What follows belongs to an exercise in optimizing a design on an open flow for small area, a short achievable clock period and few clock cycles; a production flow would make more cautious choices.
In this exercise RTL edits were held to simulation tests only and were not proved equivalent to the original.
Power is estimated from default activity; no workload was simulated.

job 8590:
Design upc_decoder, start of the top module:
module upc_decoder (
    input  wire        clk,
    input  wire        rst,         
    input  wire [2:0]  cmd,
    output wire        done,        
    output wire        ok,          
    output reg  [2:0]  err,         
    output reg  [9:0]  len,         
    output wire [9:0]  bw,          
    output reg         rev,         
    output wire [9:0]  e_win,       
    output wire [9:0]  e_bw,        
    output wire [2:0]  gfail,       
    output reg  [1:0]  e_which,     
    output reg         e_side,      
    output reg  [6:0]  e_val,       
    output reg  [47:0] dig,         
    output reg  [7:0]  csum         
);
==> flow/config.mk <==
export PLATFORM = sky130hd
export DESIGN_NAME = upc_decoder
export DESIGN_NICKNAME = upc_decoder
export VERILOG_FILES = /design/flow/design.v
export SDC_FILE = /design/flow/constraint.sdc
export NUM_CORES = 4
export LEC_CHECK = 0
export CAP_MARGIN = 20
export CORE_MARGIN = 2
export CORE_UTILIZATION = 65
export PLACE_DENSITY = 0.8
export SLEW_MARGIN = 20
==> flow/constraint.sdc <==
create_clock -name core_clock -period 11.0 [get_ports {clk}]
set_input_delay 2.2000 -clock core_clock [delete_from_list [all_inputs] [get_ports {clk}]]
set_output_delay 2.2000 -clock core_clock [all_outputs]
set_load 0.01 [all_outputs]
standard.sh (not shown) runs the stock make flow with config.mk's settings and CLKGATE_MAP_FILE= SYNTH_SCRIPT=/design/flow/synth_recipe.tcl, a recipe that flattens the netlist after the stock synthesis.
==> flow/flow/run.sh <==
#!/bin/bash
# Standard layout (the standard.sh: the standard synthesis and ORFS flow),
# with the port buffers as buf_2 cells, repair_timing asked for more setup
# margin than the clock period needs, and no dummy loads in the clock tree.
# The constraints are the design's.
set -euo pipefail
bash standard.sh \
  "SETUP_SLACK_MARGIN=7.6" \
  "BUFFER_PORTS_ARGS=-buffer_cell sky130_fd_sc_hd__buf_2" \
  "CTS_ARGS=-sink_clustering_enable -repair_clock_nets -dont_use_dummy_load" \
  finish > make_finish.log 2>&1
Testbench counts of job 8590, summed over its fixed seeds: cycles 47,240.
Edits applied to the flow inputs when going from job 8590 to job 9850:
diff --git a/flow/design.v b/flow/design.v
--- a/flow/design.v
+++ b/flow/design.v
@@ -86,15 +86,15 @@
     reg [9:0]  emix;                
     reg        mix_any, mix39, win9, par;
     reg [9:0]  t;                   
     reg        t0, t1, teq;         
     reg        go;                  
     reg        revr;                
     reg        misal;               
-    reg        k39, k9, ks, kc, ke, kx, kl, kr, k94;
+    wire       k39, k9, ks, kc, ke, kx, kl, kr, k94;
     reg        g_s, g_c, g_e;
     reg [6:0]  cw;
     reg        lk, lk_side;
     reg [3:0]  slot;
     reg        unk;
     reg        lkb;
     reg [4:0]  dw;                  
@@ -121,15 +121,15 @@
     wire step = (m_push && push_q) || m_lifo || (m_rot && go);
     wire p    = m_push ? pix_q : m_lifo ? slb[{5'd0, t[3:0]}] : slb[511];
     wire        wstep  = step && !(lead && p);     
     wire        ev     = wstep && cm;              
     wire        val    = atb ? p : wfirst;
     wire        mixed  = !atb && (wmix || (p != wfirst));
     wire [9:0]  f_inc  = f + 10'd1;
-    wire [8:0]  kn     = kflags(f_inc);
+    assign {k39, k9, ks, kc, ke, kx, kl, kr, k94} = kflags(f);
     wire [9:0]  nx_inc = nx + 10'd1;
     wire [9:0]  t_inc  = t + 10'd1;
     wire [10:0] nx_sub = {1'b0, nx} - {1'b0, w};
     function [4:0] sym_l;           
         input [6:0] c;
         case (c)
             7'd13: sym_l = 5'h10;  7'd25: sym_l = 5'h11;
@@ -243,15 +243,14 @@
             lz      <= 1'b1;
             w       <= 10'd0;
             w1      <= 1'b0;
             nx      <= 10'd1;
             atb     <= 1'b1;
             cm      <= 1'b0;
             f       <= 10'd1;
-            {k39, k9, ks, kc, ke, kx, kl, kr, k94} <= kflags(10'd1);
             f95     <= 1'b0;
             since   <= 10'd0;
             mix_any <= 1'b0;
             mix39   <= 1'b0;
             win9    <= 1'b0;
             par     <= 1'b0;
             t       <= 10'd0;
@@ -294,15 +293,14 @@
                 end else begin
                     nx <= nx_inc;
                     cm <= (nx_inc == w);
                 end
             end
             if (ev) begin
                 f <= f_inc;
-                {k39, k9, ks, kc, ke, kx, kl, kr, k94} <= kn;
                 f95 <= k94;
                 if (mixed) begin
                     mix_any <= 1'b1;
                     since   <= 10'd0;
                     if (!mix_any || (m_push && k39 && !mix39))
                         emix <= f;
                     if (m_push && k39)
@@ -348,15 +346,14 @@
                     nx      <= (len[9:4] == 6'd0) ? len : 10'd1;
                     w       <= t;
                     w1      <= t1;
                     cm      <= t1;
                     lead    <= 1'b0;
                     atb     <= 1'b1;
                     f       <= 10'd0;
-                    {k39, k9, ks, kc, ke, kx, kl, kr, k94} <= kflags(10'd0);
                     f95     <= 1'b0;
                     mix_any <= 1'b0;
                     t       <= 10'd0;
                 end else begin
                     lkb     <= 1'b0;            
                     err     <= r_err;
                     rev     <= r_rev;
@@ -419,15 +416,14 @@
                     go      <= len[9] && (nx == 10'd0);
                     t       <= 10'd0;                   
                     fbm     <= 1'b1;
                     atb     <= 1'b1;
                     cm      <= w1;
                     nx      <= 10'd1;
                     f       <= 10'd0;
-                    {k39, k9, ks, kc, ke, kx, kl, kr, k94} <= kflags(10'd0);
                     f95     <= 1'b0;
                     since   <= 10'd0;
                     mix_any <= 1'b0;
                     g_s     <= 1'b0;
                     g_c     <= 1'b0;
                     g_e     <= 1'b0;
                     slot    <= 4'd0;
==> comparison <==
- Job 9850: done, clean on timing, DRC and antenna
- Job 9850 against job 8590: clock buffer count decreased 1, met1 capacity usage during global routing lost 1.6 points, post-route standard cell area excluding fillers shrank by about 3.3%, minimum setup slack in the final design fell 10 ps, worst hold slack went down.
- Status: worst clock skew parity (job 9850, job 8590)
- When job 9850 is measured against job 8590, its sum of net half-perimeters after detailed placement turns out 9.5% lower.
Testbench counts of job 9850, summed over its fixed seeds: cycles 47,240.

* * *

== main ==
upc_decoder, a different RTL version from the one above (not shown whole).
For scale: roughly 2000 cells after synthesis, about 720 flip-flops, roughly 120 I/O pins.
==> flow/design.v (excerpt) <==
module upc_decoder (
    input  wire        clk,
    input  wire        rst,         
    input  wire [2:0]  cmd,
    output wire        done,        
    output wire        ok,          
    output reg  [2:0]  err,         
    output reg  [9:0]  len,         
    output wire [9:0]  bw,          
    output reg         rev,         
    output wire [9:0]  e_win,       
    output wire [9:0]  e_bw,        
    output wire [2:0]  gfail,       
    output reg  [1:0]  e_which,     
    output reg         e_side,      
    output reg  [6:0]  e_val,       
    output reg  [47:0] dig,         
    output reg  [7:0]  csum         
);
clock: 11.0 ns
lec_check: 0
cap_margin: 20
core_margin: 2
core_utilization: 40
slew_margin: 20
==> flow/flow/run.sh <==
#!/bin/bash
# Standard layout (the standard.sh: the standard synthesis and ORFS flow),
# with the port buffers as buf_2 cells and repair_timing asked for more setup
# margin than the clock period needs. The constraints are the design's.
set -euo pipefail
bash standard.sh \
  "SETUP_SLACK_MARGIN=7.5" \
  "BUFFER_PORTS_ARGS=-buffer_cell sky130_fd_sc_hd__buf_2" \
  finish > make_finish.log 2>&1
Testbench counts of main, summed over its fixed seeds: cycles 47,240.
The following lists how the feature branch was set up differently from main:
--- a/flow/design.v
+++ b/flow/design.v
@@ -112,28 +112,27 @@
             l = (v == 10'd9)  || (v == 10'd16) || (v == 10'd23) || (v == 10'd30) ||
                 (v == 10'd37) || (v == 10'd44);
             r = (v == 10'd56) || (v == 10'd63) || (v == 10'd70) || (v == 10'd77) ||
                 (v == 10'd84) || (v == 10'd91);
             n = (v == 10'd94);
             kflags = {a, b, c, d, e, x, l, r, n};
         end
     endfunction
-    wire lifo_last = (t[3:0] == 4'd15);
+    wire lifo_last = (t == 10'd15) || (t + 10'd1 == len);
     wire step = (m_push && push_q) || m_lifo || (m_rot && go);
     wire p    = m_push ? pix_q : m_lifo ? slb[{5'd0, t[3:0]}] : slb[511];
     wire        wstep  = step && !(lead && p);     
     wire        ev     = wstep && cm;              
     wire        val    = atb ? p : wfirst;
     wire        mixed  = !atb && (wmix || (p != wfirst));
     wire [9:0]  f_inc  = f + 10'd1;
     wire [8:0]  kn     = kflags(f_inc);
     wire [9:0]  nx_inc = nx + 10'd1;
     wire [9:0]  t_inc  = t + 10'd1;
-    wire [10:0] nx_sub = {1'b0, nx} - {1'b0, w};
     function [4:0] sym_l;           
         input [6:0] c;
         case (c)
             7'd13: sym_l = 5'h10;  7'd25: sym_l = 5'h11;
             7'd19: sym_l = 5'h12;  7'd61: sym_l = 5'h13;
             7'd35: sym_l = 5'h14;  7'd49: sym_l = 5'h15;
             7'd47: sym_l = 5'h16;  7'd59: sym_l = 5'h17;
             7'd55: sym_l = 5'h18;  7'd11: sym_l = 5'h19;
@@ -331,22 +330,21 @@
                 slot <= slot + 4'd1;
             end
             if (lkb)
                 csum <= csum + {3'd0, dw};
             if (res_now) begin
                 m_push <= 1'b0;
                 m_res  <= 1'b0;
                 if (r_fb) begin
-                    m_lifo  <= (len[9:4] != 6'd0);
-                    m_div   <= (len[9:4] == 6'd0);
-                    nx      <= (len[9:4] == 6'd0) ? len : 10'd1;
+                    m_lifo  <= 1'b1;
                     w       <= t;
                     w1      <= t1;
                     cm      <= t1;
+                    nx      <= 10'd1;
                     lead    <= 1'b0;
                     atb     <= 1'b1;
                     f       <= 10'd0;
                     {k39, k9, ks, kc, ke, kx, kl, kr, k94} <= kflags(10'd0);
                     f95     <= 1'b0;
                     mix_any <= 1'b0;
                     t       <= 10'd0;
                 end else begin
@@ -397,18 +395,18 @@
                     csum    <= 8'd0;
                 end else if (lifo_last) begin
                     m_lifo <= 1'b0;
                     m_div  <= 1'b1;
                     nx     <= len;
                 end
             end
             if (m_div) begin
-                if (!nx_sub[10]) begin
-                    nx <= nx_sub[9:0];
+                if (nx >= w) begin
+                    nx <= nx - w;
                 end else begin
                     m_div   <= 1'b0;
                     m_rot   <= 1'b1;
                     misal   <= (nx != 10'd0);
                     emix    <= 10'd512 - len + nx;     
                     go      <= len[9] && (nx == 10'd0);
                     t       <= 10'd0;                   
                     fbm     <= 1'b1;
@@ -425,17 +423,20 @@
                     g_e     <= 1'b0;
                     slot    <= 4'd0;
                     unk     <= 1'b0;
                     csum    <= 8'd0;
                 end
             end
             if (m_rot) begin
                 t <= t_inc;
-                if (t_inc == emix) go <= 1'b1;
+                if (!go) begin
+                    if (emix == 10'd1) go <= 1'b1;
+                    emix <= emix - 10'd1;
+                end
                 if (t == 10'd511) begin
                     m_rot <= 1'b0;
                     m_res <= 1'b1;
                 end
             end
         end
     end
 endmodule
[summary]
Both conditions hold for the feature branch: the flow ran to the end and the final layout passed the timing, design-rule and antenna checks.
main | status: complete | timing, DRC, antenna: pass
On global-route met2 utilization: the feature branch sits above main.
In the feature branch, setup slack after layout is lower than in main.
As of the feature branch, post-detailed-route wirelength per cell had risen by a few percent compared to main.
In the feature branch, area of the multi-input gates is higher than in main.
Lower via count among main and the feature branch: main
The higher total number of tap cells of main and the feature branch is in the feature branch.
Taking main as the reference, in the feature branch area after synthesis shows an increase of 3.2%, via count of the first global-routing pass increased about 4.3%, total design power level.
Testbench counts of the feature branch, summed over its fixed seeds: cycles 47,240.

==> re-timing with driven ports <==
The flow's constraints put no driver on any port. The routed layouts listed below were extracted and timed again, unchanged, in two steps. Step 1: set_driving_cell puts a clkbuf_16 on clk and a buf_2 on each other input, an assumption about the parent block. Step 2 adds t to the input delays and takes it off the output delays; t is the mean of the earliest and latest rising clock arrival at the registers after step 1. Input paths then give back, and output paths get back, about the clock's delay inside the block. Three values: ideal, step 1, step 2; two values: the first two.
run | t, ns | setup WS [ns] | hold WS [ns]
job 8590 | 0.638 | 7.627 / 7.561 / 7.137 | 0.399 / 0.399 / 0.399
job 9850 | 0.637 | 7.616 / 7.559 / 7.177 | 0.392 / 0.392 / 0.392
main | 0.671 | 7.506 / 7.463 / 7.472 | 0.408 / 0.408 / 0.408
the feature branch | 0.681 | 7.495 / 7.432 / 7.263 | 0.404 / 0.404 / 0.404
After both steps every run listed still meets setup and hold. For job 8590, which loses most, drivers alone change the setup slack by -0.066 ns; drivers and shift together by -0.490 ns.
